Source: an optimization exercise on an open RTL-to-GDS flow (aim: small area, a short achievable clock period and few clock cycles per item). Production flows keep margins and buffers that such runs may drop. Function was checked by simulation only, so behaviour that the tests miss may differ from the original. No activity file was given, so power comes from the tool's default toggle rates.

==> flow/design.v <==
module lfp16_mcu (
    input  wire        clk,
    input  wire        rst,         
    input  wire        cmd_valid,
    output wire        cmd_ready,
    input  wire [63:0] cmd,
    output reg         rsp_valid,
    input  wire        rsp_ready,
    output reg  [63:0] rsp
);
    localparam [7:0] OP_GETCFG  = 8'h01;
    localparam [7:0] OP_SETFRAC = 8'h02;
    localparam [7:0] OP_SETRND  = 8'h03;
    localparam [7:0] OP_MUL     = 8'h10;
    localparam [7:0] OP_DIV     = 8'h11;
    localparam [7:0] OP_SQR     = 8'h12;
    localparam [7:0] OP_SQRT    = 8'h13;
    localparam [7:0] OP_INV     = 8'h14;
    localparam [7:0] OP_NEG     = 8'h15;
    localparam [7:0] OP_CMPEQ   = 8'h20;
    localparam [7:0] OP_CMPLE   = 8'h21;
    localparam [7:0] OP_CMPLT   = 8'h22;
    localparam [7:0] OP_CMPGT   = 8'h23;
    localparam [7:0] OP_CMPGE   = 8'h24;
    localparam [2:0] F_NONE     = 3'd0;
    localparam [2:0] F_FORMAT   = 3'd1;
    localparam [2:0] F_ROUNDING = 3'd2;
    localparam [2:0] F_NEGRAD   = 3'd3;
    localparam [2:0] F_ILLEGAL  = 3'd4;
    localparam [15:0] ZERO = 16'h0000;
    localparam [15:0] NAR  = 16'h8000;
    reg [3:0] cfg_f;
    reg       cfg_rmode;    
    wire [7:0]  op  = cmd[63:56];
    wire [7:0]  rsv = cmd[55:48];
    wire [15:0] b   = cmd[47:32];
    wire [31:0] x   = cmd[31:0];
    wire [15:0] a   = cmd[15:0];
    wire fmt_n_ok   = (rsv == 8'd0) && (cmd[47:0]  == 48'd0);
    wire fmt_u16_ok = (rsv == 8'd0) && (cmd[47:16] == 32'd0);
    wire fmt_u32_ok = (rsv == 8'd0) && (cmd[47:32] == 16'd0);
    wire fmt_b16_ok = (rsv == 8'd0) && (cmd[31:16] == 16'd0);
    wire a_zero = (a == ZERO);
    wire a_nar  = (a == NAR);
    wire b_zero = (b == ZERO);
    wire b_nar  = (b == NAR);
    wire sa = a[15];
    wire sb = b[15];
    wire signed [16:0] ka = $signed({2'b00, a[14:0]}) - 17'sd16384;
    wire signed [16:0] kb = $signed({2'b00, b[14:0]}) - 17'sd16384;
    function [15:0] pack;
        input              s;
        input signed [16:0] k;
        reg   signed [16:0] ks;
        reg   [16:0]        m;   
        begin
            if (k > 17'sd16383)
                ks = 17'sd16383;
            else if (k < -17'sd16383)
                ks = -17'sd16383;
            else
                ks = k;
            m = ks + 17'sd16384;
            pack = {s, m[14:0]};
        end
    endfunction
    wire signed [16:0] k_mul = ka + kb;
    wire signed [16:0] k_div = ka - kb;
    wire signed [16:0] k_sqr = ka + ka;
    wire signed [16:0] k_inv = -ka;
    wire signed [16:0] sqrt_lo = ka >>> 1;
    wire signed [16:0] k_sqrt  = sqrt_lo + ((cfg_rmode && ka[0] && sqrt_lo[0]) ? 17'sd1 : 17'sd0);
    wire [15:0] r_mul  = (a_nar || b_nar) ? NAR :
                         (a_zero || b_zero) ? ZERO : pack(sa ^ sb, k_mul);
    wire [15:0] r_div  = (a_nar || b_nar || b_zero) ? NAR :
                         a_zero ? ZERO : pack(sa ^ sb, k_div);
    wire [15:0] r_sqr  = a_nar ? NAR : a_zero ? ZERO : pack(1'b0, k_sqr);
    wire [15:0] r_sqrt = a_nar ? NAR : a_zero ? ZERO : pack(1'b0, k_sqrt);
    wire        sqrt_neg = !a_nar && !a_zero && sa;
    wire [15:0] r_inv  = (a_nar || a_zero) ? NAR : pack(sa, k_inv);
    wire [15:0] r_neg  = (a_nar || a_zero) ? a : {~a[15], a[14:0]};
    wire signed [16:0] key_a = sa ? -$signed({2'b00, a[14:0]}) : $signed({2'b00, a[14:0]});
    wire signed [16:0] key_b = sb ? -$signed({2'b00, b[14:0]}) : $signed({2'b00, b[14:0]});
    wire any_nar = a_nar || b_nar;
    wire c_eq = !any_nar && (key_a == key_b);
    wire c_le = !any_nar && (key_a <= key_b);
    wire c_lt = !any_nar && (key_a <  key_b);
    wire c_gt = !any_nar && (key_a >  key_b);
    wire c_ge = !any_nar && (key_a >= key_b);
    reg [31:0] res;
    reg [2:0]  fault;
    reg        notice;
    reg        set_f;
    reg        set_rmode;
    always @(*) begin
        res       = 32'd0;
        fault     = F_NONE;
        notice    = 1'b0;
        set_f     = 1'b0;
        set_rmode = 1'b0;
        case (op)
            OP_GETCFG:
                if (!fmt_n_ok) fault = F_ILLEGAL;
                else res = {23'd0, cfg_rmode, 4'd15 - cfg_f, cfg_f};
            OP_SETFRAC:
                if (!fmt_u32_ok) fault = F_ILLEGAL;
                else if (x < 32'd7 || x > 32'd11) fault = F_FORMAT;
                else begin
                    set_f  = 1'b1;
                    notice = 1'b1;
                end
            OP_SETRND:
                if (!fmt_u32_ok) fault = F_ILLEGAL;
                else if (x > 32'd1) fault = F_ROUNDING;
                else set_rmode = 1'b1;
            OP_MUL:
                if (!fmt_b16_ok) fault = F_ILLEGAL;
                else res = {16'd0, r_mul};
            OP_DIV:
                if (!fmt_b16_ok) fault = F_ILLEGAL;
                else res = {16'd0, r_div};
            OP_SQR:
                if (!fmt_u16_ok) fault = F_ILLEGAL;
                else res = {16'd0, r_sqr};
            OP_SQRT:
                if (!fmt_u16_ok) fault = F_ILLEGAL;
                else if (sqrt_neg) fault = F_NEGRAD;
                else res = {16'd0, r_sqrt};
            OP_INV:
                if (!fmt_u16_ok) fault = F_ILLEGAL;
                else res = {16'd0, r_inv};
            OP_NEG:
                if (!fmt_u16_ok) fault = F_ILLEGAL;
                else res = {16'd0, r_neg};
            OP_CMPEQ:
                if (!fmt_b16_ok) fault = F_ILLEGAL;
                else res = {31'd0, c_eq};
            OP_CMPLE:
                if (!fmt_b16_ok) fault = F_ILLEGAL;
                else res = {31'd0, c_le};
            OP_CMPLT:
                if (!fmt_b16_ok) fault = F_ILLEGAL;
                else res = {31'd0, c_lt};
            OP_CMPGT:
                if (!fmt_b16_ok) fault = F_ILLEGAL;
                else res = {31'd0, c_gt};
            OP_CMPGE:
                if (!fmt_b16_ok) fault = F_ILLEGAL;
                else res = {31'd0, c_ge};
            default:
                fault = F_ILLEGAL;
        endcase
    end
    assign cmd_ready = !rsp_valid || rsp_ready;
    wire accept = cmd_valid && cmd_ready;
    always @(posedge clk) begin
        if (rst) begin
            cfg_f     <= 4'd8;
            cfg_rmode <= 1'b0;
            rsp_valid <= 1'b0;
        end else begin
            if (accept) begin
                rsp_valid <= 1'b1;
                rsp       <= {28'd0, notice, fault, res};
                if (set_f)     cfg_f     <= x[3:0];
                if (set_rmode) cfg_rmode <= x[0];
            end else if (rsp_ready) begin
                rsp_valid <= 1'b0;
            end
        end
    end
endmodule
==> flow/run.sh <==
#!/bin/bash
# synth_recipe.tcl (not shown) runs the flow's synth.tcl, then flattens the netlist and writes it again
# the make line also repeats each setting of config.mk as NAME=value (left out here)
make -C /OpenROAD-flow-scripts/flow DESIGN_CONFIG=/design/flow/config.mk WORK_HOME=/design/flow/orfs CLKGATE_MAP_FILE= SYNTH_SCRIPT=/design/flow/synth_recipe.tcl finish
==> flow/config.mk <==
export PLATFORM = sky130hd
export DESIGN_NAME = lfp16_mcu
export DESIGN_NICKNAME = lfp16_mcu
export VERILOG_FILES = /design/flow/design.v
export SDC_FILE = /design/flow/constraint.sdc
export NUM_CORES = 4
export LEC_CHECK = 0
export CAP_MARGIN = 20
export CORE_MARGIN = 2
export CORE_UTILIZATION = 40
export SLEW_MARGIN = 20
==> flow/constraint.sdc <==
create_clock -name core_clock -period 6.0 [get_ports {clk}]
set_input_delay 1.2000 -clock core_clock [delete_from_list [all_inputs] [get_ports {clk}]]
set_output_delay 1.2000 -clock core_clock [all_outputs]
set_load 0.01 [all_outputs]
==> impl_metrics.ini <==
[clock_network]
h-tree-depth = 1
ctsHoldBuffers = 0
numCtsBuffers = 3
clock-sinks = 26
cts-resized-gates = 0
insertion_delay_ns = 0.27
cts.clk_slew.worst_paths_ns = 0.08
post-cts-setup-buffer-count = 0
tritoncts = yes
root_buffer = clkbuf_16
clock_path_buffers = 2

[drt]
routed_wl_um = 23600
via_per_inst = 6.08
ant_nets = 0
dr.pass1.iters = 7
drc = 0
wl_per_cell_um = 20.1
vias = 7158
first_iter_violations = 935

[floorplanning]
die-area_um2 = 16800
rows = 45
initial_core_util_pct = 41.3
die-height_um = 130
fp.dieW_um = 130
coreArea_um2 = 15300
pin_count = 134

[critical_path]
cp-endpoint = rsp[0]
critPathMaxFanout = 5
critPathMaxStageDelay_ns = 0.53
reg2reg_to = rsp[7]
crit_chain = clkdlybuf4s50_1 -> inv_1 -> ha_1 -> nor4b_1 -> buf_4 -> nand2_1 -> o21ai_0 -> xnor2_1 -> ha_1 -> a21o_1 -> a21o_1 -> a21oi_1 -> nand2_1 -> o21ai_0 -> o2111ai_1 -> o21ba_2 -> a221o_1 -> a2111o_1
start_kind = primary input
rrSetupSlack_ns = 2.33
crit_cells = 18
crit_buf_inv = 3
r2r_cells = 11
cp.arrival_ns = 5.65
crit_path_end_kind = flip-flop
timing.rr.start = cfg_rmode
slowest_stage = clkdlybuf4s50_1
required_ns = 6.02
crit_type = primary input to flip-flop
crit_start = cmd[33]
crit_family = compound AO/OA/AOI/OAI gates

[timing]
fin_crit_ns = 5.63
slew_headroom_pct = 40.1
finalSetupViolCount = 0
fin_tns_setup_ns = 0
final_hold_viol_count = 0
timing.fmax_mhz = 178
rsz0062_at_grt = false
drv_slew = 0
worst_pin_slew_ns = 0.897
worst_clock_skew_ns = 0.00116
period_share_pct = 93.8

[synth]
synth-adder-area-share_pct = 11.5
syn_inst = 884
synth-seq-area-share_pct = 11.4
synth_cell_types = 82
ys.flop_type = edfxtp_1
netlist_area_um2 = 6320
synth_area_per_cell_um2 = 7.15
synth_edf_count = 20
muxShareOfSynthArea_pct = 1.31
synth_seq_cells = 26
synth-xor-area-share_pct = 8.32
synth_compound_area_share_pct = 27.9
synthArstFlopShare_pct = 0
synth_top_family_by_area = simple AND/OR/NAND/NOR gates
ys_warn_count = 1
yosys.area_share.simple_pct = 27.9

[place]
gp_congestion = 0.950
dp.cells = 1173
port_buffers = 89
hpwl_um = 19000

[global_routing]
antenna_found_initial = 0
grt_pass1_wl_um = 36800
grt_max_degree = 21
grt_pass1_vias = 6446
grt_overflow = 0
grtUsageTotal_pct = 27.7

[cells_and_area]
fin_nets = 1091
n_antenna_cell = 0
drive_above_1_share_pct = 7.97
area_growth_pct = 18.9
fillers = 1590
stdcell_count = 1177

[outcome]
status = no timing/DRC/antenna violations

[power]
p_leak_nw = 2.96
powerDensity_nw_per_um2 = 122
vdd_drop_max_v = 0.0000591

[flow_run]
max-cap-violations = 0

[hold_path]
hold_class = flip-flop to flip-flop
==> per-stage QoR <==
stage | hold slack, ns | utilization [%] | area, um^2 | setup slack, ns | total power, mW
floorplan | 0.473 | - | 6480 | 0.266 | 0.536
global placement | 0.518 | 48.3 | 7400 | 0.290 | 0.698
detailed placement | 0.524 | 48.3 | 7400 | 0.196 | 0.694
CTS | 0.540 | 49.0 | 7500 | 0.460 | 0.898
global route | 0.567 | 49.0 | 7510 | 0.128 | 0.966
finish | 0.535 | 49.0 | 7510 | 0.372 | 0.915
==> flip-flops by register name (all words and copies together) (netlist names) <==
| signal | count |
|---|---|
| rsp | 20 |
| cfg_f | 4 |
| rsp_valid | 1 |
| cfg_rmode | 1 |
==> synth_stat cells, types with 7 or more instances <==
cell        n  area share, %
nor2_1     67            4.0
nand2_1    65            3.9
a21oi_1    57            4.5
ha_1       54             11
xnor2_1    47            6.5
inv_1      46            2.7
o21ai_0    46            3.6
buf_4      44            5.2
clkbuf_1   40            2.4
nand3_1    36            2.9
nor3_1     29            2.3
nand2b_1   21            2.1
nand4_1    21            2.1
edfxtp_1   20            9.5
nor4_1     19            1.9
o2111ai_1  17            2.4
or3_1      17            1.7
xor2_1     13            1.8
a21o_1     12            1.4
or2_2      12            1.2
and3_1     10           0.99
o31ai_1    10            1.2
a31oi_1     9           0.89
o211ai_1    9            1.1
nor2b_1     7           0.69
o21a_1      7           0.83
==> how the worst min path moves through the flow <==
stage | slack (ns) | to | cells after the start | from
after floorplan | 0.47 | cfg_f[3] | 2 | cfg_f[3]
after global placement | 0.52 | cfg_f[3] | 2 | cfg_f[3]
after detailed placement | 0.52 | cfg_f[3] | 2 | cfg_f[3]
after CTS | 0.54 | cfg_f[1] | 2 | cfg_f[1]
after global routing | 0.57 | cfg_f[1] | 2 | cfg_f[1]
final | 0.54 | rsp_valid | 2 | rsp_valid
==> report_power, final <==
group          switching, mW  internal (mW)
combinational          0.299          0.205
sequential           0.00262          0.200
clock                 0.0747          0.133
total                  0.376          0.539
==> routing by layer <==
layer	routed length, um	GRT usage, %	share of wire (%)	vias up
li1	-	-	-	3382
met1	10900	41.9	46	3297
met2	9720	41.1	41	436
met3	2340	3.63	9.9	43
met4	609	7.40	2.6	0
met5	0	0	0	-
==> cell type report <==
type | count | area, um^2 | area share, %
multi-input combinational | 757 | 5030 | 67.0
inverter | 48 | 180 | 2.40
clock buffer | 3 | 75.1 | 1.00
clock inverter | 1 | 30.0 | 0.400
sequential | 26 | 721 | 9.60
timing repair buffer | 131 | 1210 | 16.1
tap | 211 | 264 | 3.52
==> logic make-up (layout without fill, tap and decap cells) <==
| group | count (synthesis) | after routing |
|---|---|---|
| and+or+nand+nor | 336 | 336 |
| AOI/OAI and AO/OA | 252 | 252 |
| buffers and inverters | 144 | 183 |
| xor gates and xnor gates | 60 | 60 |
| adders and majority gates | 57 | 57 |
| DFF | 26 | 26 |
| muxes | 8 | 8 |
| other | 1 | 44 |
==> layout by cell type, fill, tap and decap left out, drive strengths merged, types with 42 or more instances in the layout <==
| cell | n |
|---|---|
| ha | 54 |
| xnor2 | 47 |
| o21ai | 47 |
| nor2 | 67 |
| inv | 46 |
| a21oi | 57 |
| clkdlybuf4s50 | 89 |
| conb | 44 |
| nand2 | 65 |
| buf | 42 |
==> worst register-to-register path, delay by kind of cell, from the launching register on <==
| family | cells | cell delay, ns |
|---|---|---|
| flops | 1 | 0.47 |
| simple gates | 6 | 1.71 |
| compound gates | 4 | 1.02 |
| fa+ha+maj | 1 | 0.21 |
Testbench counts, summed over its fixed seeds: cycles 24,008, items 24,000.

[re-timing with driven ports]
The flow's constraints put no driver on any port. The routed layout listed below was extracted and timed again, unchanged, in two steps.
Step 1 (the two cells are an assumption about what drives the block):
set clk [get_ports {clk}]
set_driving_cell -lib_cell sky130_fd_sc_hd__clkbuf_16 $clk
set_driving_cell -lib_cell sky130_fd_sc_hd__buf_2 [delete_from_list [all_inputs] $clk]
Step 2 adds t to the input delays and takes it off the output delays; t is the mean of the earliest and latest rising clock arrival at the registers after step 1. Input paths then give back, and output paths get back, about the clock's delay inside the block.
Slacks: ideal / step 1 / step 2; pairs: ideal / step 1.
t, ns: 0.312
setup WS [ns]: 0.372 / 0.392 / 0.080
worst setup path at the end: input to register
worst register clock-pin slew, ns: 0.08 / 0.08
worst data-port slew with drivers (ns): 0.04
After both steps this run still meets setup and hold. For this run, drivers alone change the setup slack by +0.020 ns; drivers and shift together by -0.292 ns.
